Context: an optimization exercise on an open-source flow, tuned for small area, a short achievable clock period and few clock cycles. The choices shown serve that exercise and are no tape-out recipe.
No functional check of the RTL was part of this run.
No activity file was given, so power comes from the tool's default toggle rates.

==> design.v <==
module gvi_safe_enc (
    input  wire [7:0] r,
    output reg  [7:0] chr
);
    always @(*) begin
        case (r)
            8'd0: chr = 8'h41;
            8'd1: chr = 8'h42;
            8'd2: chr = 8'h43;
            8'd3: chr = 8'h44;
            8'd4: chr = 8'h45;
            8'd5: chr = 8'h46;
            8'd6: chr = 8'h47;
            8'd7: chr = 8'h48;
            8'd8: chr = 8'h49;
            8'd9: chr = 8'h4a;
            8'd10: chr = 8'h4b;
            8'd11: chr = 8'h4c;
            8'd12: chr = 8'h4d;
            8'd13: chr = 8'h4e;
            8'd14: chr = 8'h4f;
            8'd15: chr = 8'h50;
            8'd16: chr = 8'h51;
            8'd17: chr = 8'h52;
            8'd18: chr = 8'h53;
            8'd19: chr = 8'h54;
            8'd20: chr = 8'h55;
            8'd21: chr = 8'h56;
            8'd22: chr = 8'h57;
            8'd23: chr = 8'h58;
            8'd24: chr = 8'h59;
            8'd25: chr = 8'h5a;
            8'd26: chr = 8'h61;
            8'd27: chr = 8'h62;
            8'd28: chr = 8'h63;
            8'd29: chr = 8'h64;
            8'd30: chr = 8'h65;
            8'd31: chr = 8'h66;
            8'd32: chr = 8'h67;
            8'd33: chr = 8'h68;
            8'd34: chr = 8'h69;
            8'd35: chr = 8'h6a;
            8'd36: chr = 8'h6b;
            8'd37: chr = 8'h6c;
            8'd38: chr = 8'h6d;
            8'd39: chr = 8'h6e;
            8'd40: chr = 8'h6f;
            8'd41: chr = 8'h70;
            8'd42: chr = 8'h71;
            8'd43: chr = 8'h72;
            8'd44: chr = 8'h73;
            8'd45: chr = 8'h74;
            8'd46: chr = 8'h75;
            8'd47: chr = 8'h76;
            8'd48: chr = 8'h77;
            8'd49: chr = 8'h78;
            8'd50: chr = 8'h79;
            8'd51: chr = 8'h7a;
            8'd52: chr = 8'h30;
            8'd53: chr = 8'h31;
            8'd54: chr = 8'h32;
            8'd55: chr = 8'h33;
            8'd56: chr = 8'h34;
            8'd57: chr = 8'h35;
            8'd58: chr = 8'h36;
            8'd59: chr = 8'h37;
            8'd60: chr = 8'h38;
            8'd61: chr = 8'h39;
            8'd62: chr = 8'h21;
            8'd63: chr = 8'h23;
            8'd64: chr = 8'h24;
            8'd65: chr = 8'h25;
            8'd66: chr = 8'h26;
            8'd67: chr = 8'h28;
            8'd68: chr = 8'h29;
            8'd69: chr = 8'h2a;
            8'd70: chr = 8'h2b;
            8'd71: chr = 8'h2c;
            8'd72: chr = 8'h2d;
            8'd73: chr = 8'h2e;
            8'd74: chr = 8'h2f;
            8'd75: chr = 8'h3a;
            8'd76: chr = 8'h3b;
            8'd77: chr = 8'h3c;
            8'd78: chr = 8'h3d;
            8'd79: chr = 8'h3e;
            8'd80: chr = 8'h3f;
            8'd81: chr = 8'h5b;
            8'd82: chr = 8'h5d;
            8'd83: chr = 8'h5e;
            8'd84: chr = 8'h5f;
            8'd85: chr = 8'h7b;
            8'd86: chr = 8'h7c;
            8'd87: chr = 8'h7d;
            8'd88: chr = 8'h7e;
            8'd89: chr = 8'hc0;
            8'd90: chr = 8'hc1;
            8'd91: chr = 8'hc2;
            8'd92: chr = 8'hc3;
            8'd93: chr = 8'hc4;
            8'd94: chr = 8'hc5;
            8'd95: chr = 8'hc6;
            8'd96: chr = 8'hc7;
            8'd97: chr = 8'hc8;
            8'd98: chr = 8'hc9;
            8'd99: chr = 8'hca;
            8'd100: chr = 8'hcb;
            8'd101: chr = 8'hcc;
            8'd102: chr = 8'hcd;
            8'd103: chr = 8'hce;
            8'd104: chr = 8'hcf;
            8'd105: chr = 8'hd0;
            8'd106: chr = 8'hd1;
            8'd107: chr = 8'hd2;
            8'd108: chr = 8'hd3;
            8'd109: chr = 8'hd4;
            8'd110: chr = 8'hd5;
            8'd111: chr = 8'hd6;
            8'd112: chr = 8'hd8;
            8'd113: chr = 8'hd9;
            8'd114: chr = 8'hda;
            8'd115: chr = 8'hdb;
            8'd116: chr = 8'hdc;
            8'd117: chr = 8'hdd;
            8'd118: chr = 8'hde;
            8'd119: chr = 8'hdf;
            8'd120: chr = 8'he0;
            8'd121: chr = 8'he1;
            8'd122: chr = 8'h41;
            8'd123: chr = 8'h42;
            8'd124: chr = 8'h43;
            8'd125: chr = 8'h44;
            8'd126: chr = 8'h45;
            8'd127: chr = 8'h46;
            8'd128: chr = 8'h47;
            8'd129: chr = 8'h48;
            8'd130: chr = 8'h49;
            default: chr = 8'hxx;
        endcase
    end
endmodule
module gvi_safe_dec (
    input  wire [7:0] chr,
    output reg        hit,
    output reg  [6:0] idx
);
    always @(*) begin
        hit = 1'b1;
        case (chr)
            8'h41: idx = 7'd0;
            8'h42: idx = 7'd1;
            8'h43: idx = 7'd2;
            8'h44: idx = 7'd3;
            8'h45: idx = 7'd4;
            8'h46: idx = 7'd5;
            8'h47: idx = 7'd6;
            8'h48: idx = 7'd7;
            8'h49: idx = 7'd8;
            8'h4a: idx = 7'd9;
            8'h4b: idx = 7'd10;
            8'h4c: idx = 7'd11;
            8'h4d: idx = 7'd12;
            8'h4e: idx = 7'd13;
            8'h4f: idx = 7'd14;
            8'h50: idx = 7'd15;
            8'h51: idx = 7'd16;
            8'h52: idx = 7'd17;
            8'h53: idx = 7'd18;
            8'h54: idx = 7'd19;
            8'h55: idx = 7'd20;
            8'h56: idx = 7'd21;
            8'h57: idx = 7'd22;
            8'h58: idx = 7'd23;
            8'h59: idx = 7'd24;
            8'h5a: idx = 7'd25;
            8'h61: idx = 7'd26;
            8'h62: idx = 7'd27;
            8'h63: idx = 7'd28;
            8'h64: idx = 7'd29;
            8'h65: idx = 7'd30;
            8'h66: idx = 7'd31;
            8'h67: idx = 7'd32;
            8'h68: idx = 7'd33;
            8'h69: idx = 7'd34;
            8'h6a: idx = 7'd35;
            8'h6b: idx = 7'd36;
            8'h6c: idx = 7'd37;
            8'h6d: idx = 7'd38;
            8'h6e: idx = 7'd39;
            8'h6f: idx = 7'd40;
            8'h70: idx = 7'd41;
            8'h71: idx = 7'd42;
            8'h72: idx = 7'd43;
            8'h73: idx = 7'd44;
            8'h74: idx = 7'd45;
            8'h75: idx = 7'd46;
            8'h76: idx = 7'd47;
            8'h77: idx = 7'd48;
            8'h78: idx = 7'd49;
            8'h79: idx = 7'd50;
            8'h7a: idx = 7'd51;
            8'h30: idx = 7'd52;
            8'h31: idx = 7'd53;
            8'h32: idx = 7'd54;
            8'h33: idx = 7'd55;
            8'h34: idx = 7'd56;
            8'h35: idx = 7'd57;
            8'h36: idx = 7'd58;
            8'h37: idx = 7'd59;
            8'h38: idx = 7'd60;
            8'h39: idx = 7'd61;
            8'h21: idx = 7'd62;
            8'h23: idx = 7'd63;
            8'h24: idx = 7'd64;
            8'h25: idx = 7'd65;
            8'h26: idx = 7'd66;
            8'h28: idx = 7'd67;
            8'h29: idx = 7'd68;
            8'h2a: idx = 7'd69;
            8'h2b: idx = 7'd70;
            8'h2c: idx = 7'd71;
            8'h2d: idx = 7'd72;
            8'h2e: idx = 7'd73;
            8'h2f: idx = 7'd74;
            8'h3a: idx = 7'd75;
            8'h3b: idx = 7'd76;
            8'h3c: idx = 7'd77;
            8'h3d: idx = 7'd78;
            8'h3e: idx = 7'd79;
            8'h3f: idx = 7'd80;
            8'h5b: idx = 7'd81;
            8'h5d: idx = 7'd82;
            8'h5e: idx = 7'd83;
            8'h5f: idx = 7'd84;
            8'h7b: idx = 7'd85;
            8'h7c: idx = 7'd86;
            8'h7d: idx = 7'd87;
            8'h7e: idx = 7'd88;
            8'hc0: idx = 7'd89;
            8'hc1: idx = 7'd90;
            8'hc2: idx = 7'd91;
            8'hc3: idx = 7'd92;
            8'hc4: idx = 7'd93;
            8'hc5: idx = 7'd94;
            8'hc6: idx = 7'd95;
            8'hc7: idx = 7'd96;
            8'hc8: idx = 7'd97;
            8'hc9: idx = 7'd98;
            8'hca: idx = 7'd99;
            8'hcb: idx = 7'd100;
            8'hcc: idx = 7'd101;
            8'hcd: idx = 7'd102;
            8'hce: idx = 7'd103;
            8'hcf: idx = 7'd104;
            8'hd0: idx = 7'd105;
            8'hd1: idx = 7'd106;
            8'hd2: idx = 7'd107;
            8'hd3: idx = 7'd108;
            8'hd4: idx = 7'd109;
            8'hd5: idx = 7'd110;
            8'hd6: idx = 7'd111;
            8'hd8: idx = 7'd112;
            8'hd9: idx = 7'd113;
            8'hda: idx = 7'd114;
            8'hdb: idx = 7'd115;
            8'hdc: idx = 7'd116;
            8'hdd: idx = 7'd117;
            8'hde: idx = 7'd118;
            8'hdf: idx = 7'd119;
            8'he0: idx = 7'd120;
            8'he1: idx = 7'd121;
            default: begin hit = 1'b0; idx = 7'bxxxxxxx; end
        endcase
    end
endmodule
module gvi_encoder (
    input  wire       clk,
    input  wire       rst,
    input  wire       in_valid,
    output wire       in_ready,
    input  wire [3:0] in_nib,
    input  wire       in_last,
    input  wire [3:0] in_shift,
    output wire       out_valid,
    input  wire       out_ready,
    output wire [7:0] out_char,
    output wire       out_last
);
    reg [13:0] buf_r;      
    reg  [2:0] wn;         
    reg        rh;         
    reg  [3:0] k;          
    reg        drain;      
    reg        first;      
    reg        ph;         
    reg  [3:0] mshift;
    reg  [7:0] ochar;
    reg        ovalid, olast;
    assign in_ready  = !drain && (k <= 4'd10);
    assign out_valid = ovalid;
    assign out_char  = ochar;
    assign out_last  = olast;
    wire in_fire = in_valid & in_ready;
    wire [6:0] win = rh ? {buf_r[7], buf_r[8], buf_r[9], buf_r[10], buf_r[11], buf_r[12], buf_r[13]}
                        : {buf_r[0], buf_r[1], buf_r[2], buf_r[3], buf_r[4], buf_r[5], buf_r[6]};
    wire [6:0] mask = {1'b1, k > 4'd1, k > 4'd2, k > 4'd3, k > 4'd4, k > 4'd5, k > 4'd6};
    wire [6:0] sym  = win & mask;
    wire have  = (k >= 4'd7) | (drain & (k != 4'd0));
    wire ofree = !ovalid | out_ready;
    wire esc   = (sym[6:3] == 4'b1111) & (sym[2] | sym[1]);
    wire load  = ofree & have;
    wire pop   = load & (!esc | ph);
    wire fin   = drain & (k <= 4'd7);        
    wire [7:0] safe_chr;
    gvi_safe_enc u_enc (.r({1'b0, sym} + {4'd0, mshift}), .chr(safe_chr));
    wire [2:0] esc_d = sym[2:0] - 3'd2;
    integer i;
    always @(posedge clk) begin
        if (rst) begin
            wn     <= 3'd0;
            rh     <= 1'b0;
            k      <= 4'd0;
            drain  <= 1'b0;
            first  <= 1'b1;
            ph     <= 1'b0;
            ovalid <= 1'b0;
        end else begin
            if (in_fire) begin
                for (i = 0; i < 4; i = i + 1)
                    buf_r[(4 * wn + i) % 14] <= in_nib[3 - i];
                wn    <= (wn == 3'd6) ? 3'd0 : wn + 3'd1;
                first <= in_last;
                if (first) mshift <= in_shift;
                if (in_last) drain <= 1'b1;
            end
            if (ofree) ovalid <= have;
            if (load) begin
                if (esc & !ph) begin
                    ochar <= 8'h40;
                    olast <= 1'b0;
                    ph    <= 1'b1;
                end else begin
                    ochar <= esc ? {5'b00110, esc_d} : safe_chr;
                    olast <= fin;
                    ph    <= 1'b0;
                end
            end
            if (pop & fin) begin
                k     <= 4'd0;
                rh    <= 1'b0;
                wn    <= 3'd0;
                drain <= 1'b0;
            end else begin
                k <= k + (in_fire ? 4'd4 : 4'd0) - (pop ? 4'd7 : 4'd0);
                if (pop) rh <= !rh;
            end
        end
    end
endmodule
module gvi_decoder (
    input  wire       clk,
    input  wire       rst,
    input  wire       in_valid,
    output wire       in_ready,
    input  wire [7:0] in_char,
    input  wire       in_last,
    input  wire [3:0] in_shift,
    output wire       out_valid,
    input  wire       out_ready,
    output wire [3:0] out_nib,
    output wire [1:0] out_err,
    output wire       out_last
);
    localparam [1:0] E_NONE = 2'd0, E_CHAR = 2'd1, E_TRUNC = 2'd2, E_ESC = 2'd3;
    reg  [7:0] cch;
    reg        clast, cv;
    reg        c_at;       
    reg        first;      
    reg  [3:0] mshift;
    reg        esc_pend;   
    reg        skipping;   
    reg [13:0] buf_r;
    reg        wh;         
    reg  [2:0] rn;         
    reg  [3:0] k;          
    reg        drain;      
    reg  [1:0] derr;       
    reg  [3:0] onib;
    reg  [1:0] oerr;
    reg        ovalid, olast;
    assign in_ready  = !cv | skipping | (!drain & ((k <= 4'd7) | c_at));
    assign out_valid = ovalid;
    assign out_nib   = onib;
    assign out_err   = oerr;
    assign out_last  = olast;
    wire in_fire = in_valid & in_ready;
    wire ofree = !ovalid | out_ready;
    wire rd    = ofree & (k >= 4'd4);
    wire erd   = ofree & !(k >= 4'd4) & drain & (derr != E_NONE);
    wire rfin  = rd & drain & (derr == E_NONE) & (k < 4'd8);
    reg  [3:0] rnib;
    always @(*) begin
        case (rn)
            3'd0: rnib = {buf_r[0],  buf_r[1],  buf_r[2],  buf_r[3]};
            3'd1: rnib = {buf_r[4],  buf_r[5],  buf_r[6],  buf_r[7]};
            3'd2: rnib = {buf_r[8],  buf_r[9],  buf_r[10], buf_r[11]};
            3'd3: rnib = {buf_r[12], buf_r[13], buf_r[0],  buf_r[1]};
            3'd4: rnib = {buf_r[2],  buf_r[3],  buf_r[4],  buf_r[5]};
            3'd5: rnib = {buf_r[6],  buf_r[7],  buf_r[8],  buf_r[9]};
            default: rnib = {buf_r[10], buf_r[11], buf_r[12], buf_r[13]};
        endcase
    end
    wire done = rfin | erd;    
    wire       hit;
    wire [6:0] idx;
    gvi_safe_dec u_dec (.chr(cch), .hit(hit), .idx(idx));
    wire [7:0] sub  = {1'b0, idx} - {4'd0, mshift};
    wire [6:0] rsym = sub[7] ? (sub[6:0] + 7'd122) : sub[6:0];
    wire       is_at  = (cch == 8'h40);
    wire       is_d05 = (cch[7:3] == 5'b00110) & !(cch[2] & cch[1]);
    reg        want_wr;    
    reg  [6:0] psym;
    reg  [1:0] perr;
    always @(*) begin
        want_wr = 1'b0;
        psym    = rsym;
        perr    = E_NONE;
        if (esc_pend) begin
            psym = {4'b1111, cch[2:0] + 3'd2};
            if (is_d05) want_wr = 1'b1;
            else perr = E_ESC;
        end else if (is_at) begin
            if (clast) perr = E_TRUNC;
        end else if (hit) begin
            want_wr = 1'b1;
        end else begin
            perr = E_CHAR;
        end
    end
    wire [3:0] k_rd  = k - (rd ? 4'd4 : 4'd0);
    wire       proc  = cv & (skipping | (!drain & (!want_wr | (k_rd <= 4'd7))));
    wire       wr    = proc & !skipping & want_wr;
    wire       perr_go = proc & !skipping & (perr != E_NONE);
    wire       fin_in  = (wr & clast) | perr_go;    
    wire [3:0] k_new = k_rd + (wr ? 4'd7 : 4'd0);
    integer i;
    always @(posedge clk) begin
        if (rst) begin
            cv       <= 1'b0;
            first    <= 1'b1;
            esc_pend <= 1'b0;
            skipping <= 1'b0;
            wh       <= 1'b0;
            rn       <= 3'd0;
            k        <= 4'd0;
            drain    <= 1'b0;
            derr     <= E_NONE;
            ovalid   <= 1'b0;
        end else begin
            if (in_fire) begin
                cch   <= in_char;
                clast <= in_last;
                c_at  <= (in_char == 8'h40);
                first <= in_last;
                if (first) mshift <= in_shift;
            end
            if (in_fire) cv <= 1'b1;
            else if (proc) cv <= 1'b0;
            if (proc) begin
                if (skipping) begin
                    if (clast) skipping <= 1'b0;
                end else begin
                    esc_pend <= !esc_pend & is_at & !clast;
                    if (perr != E_NONE) begin
                        derr     <= perr;
                        skipping <= !clast;
                    end
                end
            end
            if (wr) begin
                for (i = 0; i < 7; i = i + 1)
                    if (wh) buf_r[7 + i] <= psym[6 - i];
                    else    buf_r[i]     <= psym[6 - i];
                wh <= !wh;
            end
            if (ofree) begin
                ovalid <= rd | erd;
                onib   <= rnib;
                oerr   <= rd ? E_NONE : derr;
                olast  <= rfin | erd;
            end
            if (rd) rn <= (rn == 3'd6) ? 3'd0 : rn + 3'd1;
            if (done) begin
                drain <= 1'b0;
                derr  <= E_NONE;
                k     <= 4'd0;
                wh    <= 1'b0;
                rn    <= 3'd0;
            end else begin
                if (fin_in) drain <= 1'b1;
                k <= fin_in ? {k_new[3:2], 2'b00} : k_new;
            end
        end
    end
endmodule
module gvi_codec (
    input  wire       clk,
    input  wire       rst,
    input  wire       enc_in_valid,
    output wire       enc_in_ready,
    input  wire [3:0] enc_in_nib,
    input  wire       enc_in_last,
    input  wire [3:0] enc_in_shift,
    output wire       enc_out_valid,
    input  wire       enc_out_ready,
    output wire [7:0] enc_out_char,
    output wire       enc_out_last,
    input  wire       dec_in_valid,
    output wire       dec_in_ready,
    input  wire [7:0] dec_in_char,
    input  wire       dec_in_last,
    input  wire [3:0] dec_in_shift,
    output wire       dec_out_valid,
    input  wire       dec_out_ready,
    output wire [3:0] dec_out_nib,
    output wire [1:0] dec_out_err,
    output wire       dec_out_last
);
    gvi_encoder u_encoder (
        .clk(clk), .rst(rst),
        .in_valid(enc_in_valid), .in_ready(enc_in_ready),
        .in_nib(enc_in_nib), .in_last(enc_in_last), .in_shift(enc_in_shift),
        .out_valid(enc_out_valid), .out_ready(enc_out_ready),
        .out_char(enc_out_char), .out_last(enc_out_last)
    );
    gvi_decoder u_decoder (
        .clk(clk), .rst(rst),
        .in_valid(dec_in_valid), .in_ready(dec_in_ready),
        .in_char(dec_in_char), .in_last(dec_in_last), .in_shift(dec_in_shift),
        .out_valid(dec_out_valid), .out_ready(dec_out_ready),
        .out_nib(dec_out_nib), .out_err(dec_out_err), .out_last(dec_out_last)
    );
endmodule
==> run.sh <==
#!/bin/bash
# synth_recipe.tcl (not shown) runs the flow's synth.tcl, then flattens the netlist and writes it again
# the make line also repeats each setting of config.mk as NAME=value (left out here)
make -C /OpenROAD-flow-scripts/flow DESIGN_CONFIG=/design/flow/config.mk WORK_HOME=/design/flow/orfs CLKGATE_MAP_FILE= SYNTH_SCRIPT=/design/flow/synth_recipe.tcl finish
==> config.mk <==
export PLATFORM = sky130hd
export DESIGN_NAME = gvi_codec
export DESIGN_NICKNAME = gvi_codec
export VERILOG_FILES = /design/flow/design.v
export SDC_FILE = /design/flow/constraint.sdc
export NUM_CORES = 4
export LEC_CHECK = 0
export CAP_MARGIN = 20
export CORE_MARGIN = 2
export CORE_UTILIZATION = 40
export SLEW_MARGIN = 20
==> constraint.sdc <==
create_clock -name core_clock -period 7.0 [get_ports {clk}]
set_input_delay 1.4000 -clock core_clock [delete_from_list [all_inputs] [get_ports {clk}]]
set_output_delay 1.4000 -clock core_clock [all_outputs]
set_load 0.01 [all_outputs]
==> flow_results.org <==
** Outcome
- Status :: timing/DRC/antenna clean

** CTS
- Number of buffers inserted to repair setup after CTS :: 0
- In this run, post-CTS repair resized a total of 0 instances.
- Maximum level of the CTS H-tree :: 3
- Library cell used as clock root buffer :: sky130_fd_sc_hd__clkbuf_16
- Largest buffer count on any clock path :: 2
- TritonCTS built the clock tree.
- Sink Count :: 98
- Number of buffers inserted during clock tree synthesis :: 9
- Latest clock arrival within the worst-skew pair :: 0.34 ns
- Clock-pin slew was measured on the worst setup and hold paths at 0.07 ns.
- Post-cts hold buffer count :: 0

** STA
- At the pin with the least slew margin, the transition time is approximately 1.0 ns.
- Highest clock rate :: 217.9 MHz
- The final critical path takes up between 60 and 70% of the cycle.
- The final hold violation count is 0.
- For the final database, setup skew stands at 0.007166 ns.
- The number of max-slew violations in the final report was 0.
- The worst path in the final design needs a cycle of 4.590 ns, including I/O delays and setup.
- Relative slew slack :: 32.61%
- Setup violations remaining at the end of the flow were counted as 0.
- RSZ-0062 raised after global routing :: false
- Aggregate negative setup slack :: 0 ns
- Final hold slack :: 0.4602 ns

** Cells and area
- In the final layout, the multi-input gates occupy 4652 sq um.
- Layout net count :: between 900 and 1,000
- Share of layout cells above drive strength 1 :: 7.848%
- Fill cells in the final layout number 1,774.
- From synthesis to final layout, the design area changed by 12.10%.
- Leaving out fill and tap cells, the most frequent cell in the layout is sky130_fd_sc_hd__nor2_1.
- Most used cells in the layout excluding fill and tap cells :: sky130_fd_sc_hd__nor2_1, sky130_fd_sc_hd__nand2_1, sky130_fd_sc_hd__a21oi_1, sky130_fd_sc_hd__edfxtp_1, sky130_fd_sc_hd__ha_1
- Total area of sequential cells :: 2582 sq um
- The number of antenna diodes in the final layout is 0.
- Once layout is complete, the utilization of the core stands at 45.68%.

** Setup path
- On the worst path, the slowest cell contributes a delay of around 0.53 ns.
- Worst-path cell chain :: clkdlybuf4s50_1 > nor2b_2 > a22o_4 > nand2b_2 > inv_4 > mux2i_4 > inv_1 > ha_1 > ha_1 > xnor2_1 > o221a_2 > o31ai_1 > a22o_1
- On the critical path, the stage with the largest delay is an instance of sky130_fd_sc_hd__clkdlybuf4s50_1.
- Top cell by count, worst path :: sky130_fd_sc_hd__ha_1
- In this run the worst path has a maximum fanout of 20.
- Arrival time reported for the critical path endpoint :: 4.88 ns
- The critical path is of the primary input to flop type.
- The worst setup path is launched from a primary input.
- For the worst setup path, the data required time is 7.29 ns.
- STA classifies the critical path endpoint as a flop.

** Floorplan
- For this configuration, the core starts out at a cell density of 40.75%.
- I/O pin count :: between 40 and 50
- The floorplan has 50 rows.
- The die covers 20,180 sq um.
- DIE WIDTH :: 142.0 um
- The die is 142.0 um tall.
- The total area inside the core boundary comes to 18,710 sq um.

** Pwr
- Power spread over the standard cell area amounts to ~370 nW/um^2.
- Worst supply voltage drop on vdd :: around 0.00015 V
- Static leakage :: 3.179 nW

** Synth
- Gate Count Post-Synth :: 861
- Ys async rst share :: 0%
- The average instance in the mapped netlist occupies 8.853 sq um.
- Top FF cell, synth :: sky130_fd_sc_hd__edfxtp_1
- The Yosys step of the flow raised 4 warnings.
- Synthesized area :: 7622 sq um
- Share of synthesized area occupied by flip-flops and latches :: 33.88%
- Synth unique cells :: 96
- Number of enable-type register cells in the synthesized netlist :: 62
- Number of flip-flops and latches in the synthesized netlist :: between 90 and 100
- Synthesis produced a netlist with a net count of 944.

** Detailed routing
- Number of DRC violations after detailed-routing iteration 0 :: about 840
- Post-route DRC :: 0
- Number of nets with antenna violations after detailed routing :: 0
- After detailed routing, the average wire length per cell comes to ~16 um.
- Length of the first detailed-routing pass in iterations :: 5
- Using the TritonRoute via totals, the vias-per-cell ratio works out to 5.767.
- Routed via count :: roughly 6,500
- Wires add up to between 15 and 20 mm.

** Global routing
- Global-route wire length before repair :: between 30 and 40 mm
- The number of global-route vias before repair is ~6,000.
- Entering global routing, the biggest net connects 23 pins.
- Global routing used 18.68% of the available tracks across all layers.
- Antenna violations before repair :: 0
- After global routing the overflow that remains totals 0.

** Place
- Routability congestion estimate from global placement :: 0.9212
- DPL Wire Length :: 13.83 mm
- The count of buffers added on input and output ports is 47.

** Run
- Max-cap violations in this run came to 0.

** Hold path
- The path class of the tightest hold or removal check is flop to flop.
[per-stage QoR]
step,total power [W],std cells,cell area [sq um],worst slack (ns)
global placement,0.002661,1110,8248,2.208
finish,0.003176,1126,8544,2.410
CTS,0.003170,1126,8544,2.428
global route,0.003450,1126,8544,2.127
floorplan,0.002257,861,7622,2.965
detailed placement,0.002670,1110,8248,2.090
[layer usage]
layer / track usage, % / routed length [um]
met1: 27.99 / 9306
met4: 4.895 / 252
met5: 0 / 0
met2: 27.59 / 8045
met3: 3.365 / 969
[cells in the mapped netlist, drive strengths merged (3+ instances only)]
master | n | area (sq um)
nor2 | 92 | 377.9
nand2 | 73 | 279.0
a21oi | 67 | 354.1
edfxtp | 62 | 1862
ha | 50 | 625.6
inv | 48 | 182.7
o21ai | 48 | 240.2
dfxtp | 36 | 720.7
mux2i | 33 | 342.8
nand3 | 23 | 115.1
nor3 | 23 | 120.1
buf | 21 | 128.9
xnor2 | 21 | 191.4
clkbuf | 20 | 76.32
xor2 | 17 | 156.4
o22ai | 16 | 100.1
nand2b | 14 | 97.59
a31oi | 12 | 75.07
and2 | 12 | 75.08
a21o | 11 | 82.58
nor3b | 11 | 87.58
o211ai | 11 | 82.58
a211oi | 10 | 80.07
or3 | 9 | 56.30
a211o | 8 | 70.07
nand3b | 8 | 60.06
nor2b | 8 | 52.55
and3 | 6 | 37.54
a32oi | 5 | 43.79
fa | 5 | 100.1
mux2 | 5 | 63.81
or2 | 5 | 31.28
a221o | 4 | 40.04
a221oi | 4 | 41.29
a22o | 4 | 43.80
nor4 | 4 | 25.02
o221ai | 4 | 35.03
o32ai | 4 | 35.03
a2111oi | 3 | 27.53
a311oi | 3 | 32.53
nand4 | 3 | 18.77
o31ai | 3 | 22.52
[critical path: cells and delay by family]
family / cells / cell delay, ns
xor gates and xnor gates: 1 / 0.20
buffers and inverters: 3 / 0.99
adders and majority gates: 2 / 0.65
muxes: 1 / 0.39
AOI/OAI and AO/OA: 4 / 0.81
and+or+nand+nor: 2 / 0.43
[kinds of logic after synthesis]
family,after synthesis,synth area share [%]
AND/OR/NAND/NOR,299,19.76
AO/OA/AOI/OAI,243,21.55
flip-flops,98,33.88
buffers and inverters,89,5.089
adder cells (fa/ha/maj),55,9.521
multiplexers,39,5.630
XOR/XNOR,38,4.563
[worst paths after layout]
check             startpoint  slack [ns]                  to  depth (start not counted)
max             dec_in_valid        2.41    u_decoder.idx[4]                         13
min          u_decoder.first        0.46     u_decoder.first                          1
max reg2reg     u_encoder.rh        2.99  u_encoder.ochar[1]                         11
min reg2reg  u_decoder.first        0.46     u_decoder.first                          1
[registers in the layout (all words and copies together), names as in the netlist, 2 cells and up]
signal / count
u_encoder.buf_r: 14
u_encoder.k: 4
u_encoder.ochar: 8
u_decoder.k: 4
u_encoder.wn: 3
u_decoder.derr: 2
u_decoder.onib: 4
u_decoder.oerr: 2
u_decoder.idx: 7
u_decoder.rn: 3
u_decoder.cch: 8
u_decoder.buf_r: 14
u_decoder.mshift: 4
u_encoder.mshift: 4
[area by class of cell]
cell class              instances  share of cell area, %
well taps                     234                  3.427
multi-input cells             674                  54.44
flip-flops and latches         98                  30.22
repair buffers                 56                  6.297
clock buffers                   9                  2.636
clock inverters                 7                 0.8347
inverters                      48                  2.138
[report_power, final]
part           internal, W  leakage, nW  total, W  switching, W
Combinational     0.000726         2.17   0.00177       0.00105
Clock             0.000252        0.139  0.000492      0.000240
Sequential        0.000798        0.875  0.000912      0.000114
Total              0.00178         3.18   0.00318       0.00140

[re-timing with driven ports]
No port has a modelled driver above. Below, the same layout with a new extraction and two added sets of constraints. Step 1: set_driving_cell puts a clkbuf_16 on clk and a buf_2 on each other input, an assumption about the parent block. Step 2 moves the port delays by t, midway between the first and last clock arrival at a register: inputs arrive t later, outputs are due t later. That takes back most of the time a late clock gives input paths. Slacks: ideal / step 1 / step 2; pairs: ideal / step 1.
t, ns: 0.386
setup WS [ns]: 2.410 / 2.405 / 2.020
worst setup path at the end: input to register
worst data-port slew with drivers (ns): 0.05
pins driven straight from the clock port: 1
After both steps setup and hold are still met in this run. For this run, drivers alone change the setup slack by -0.005 ns; drivers and shift together by -0.390 ns.
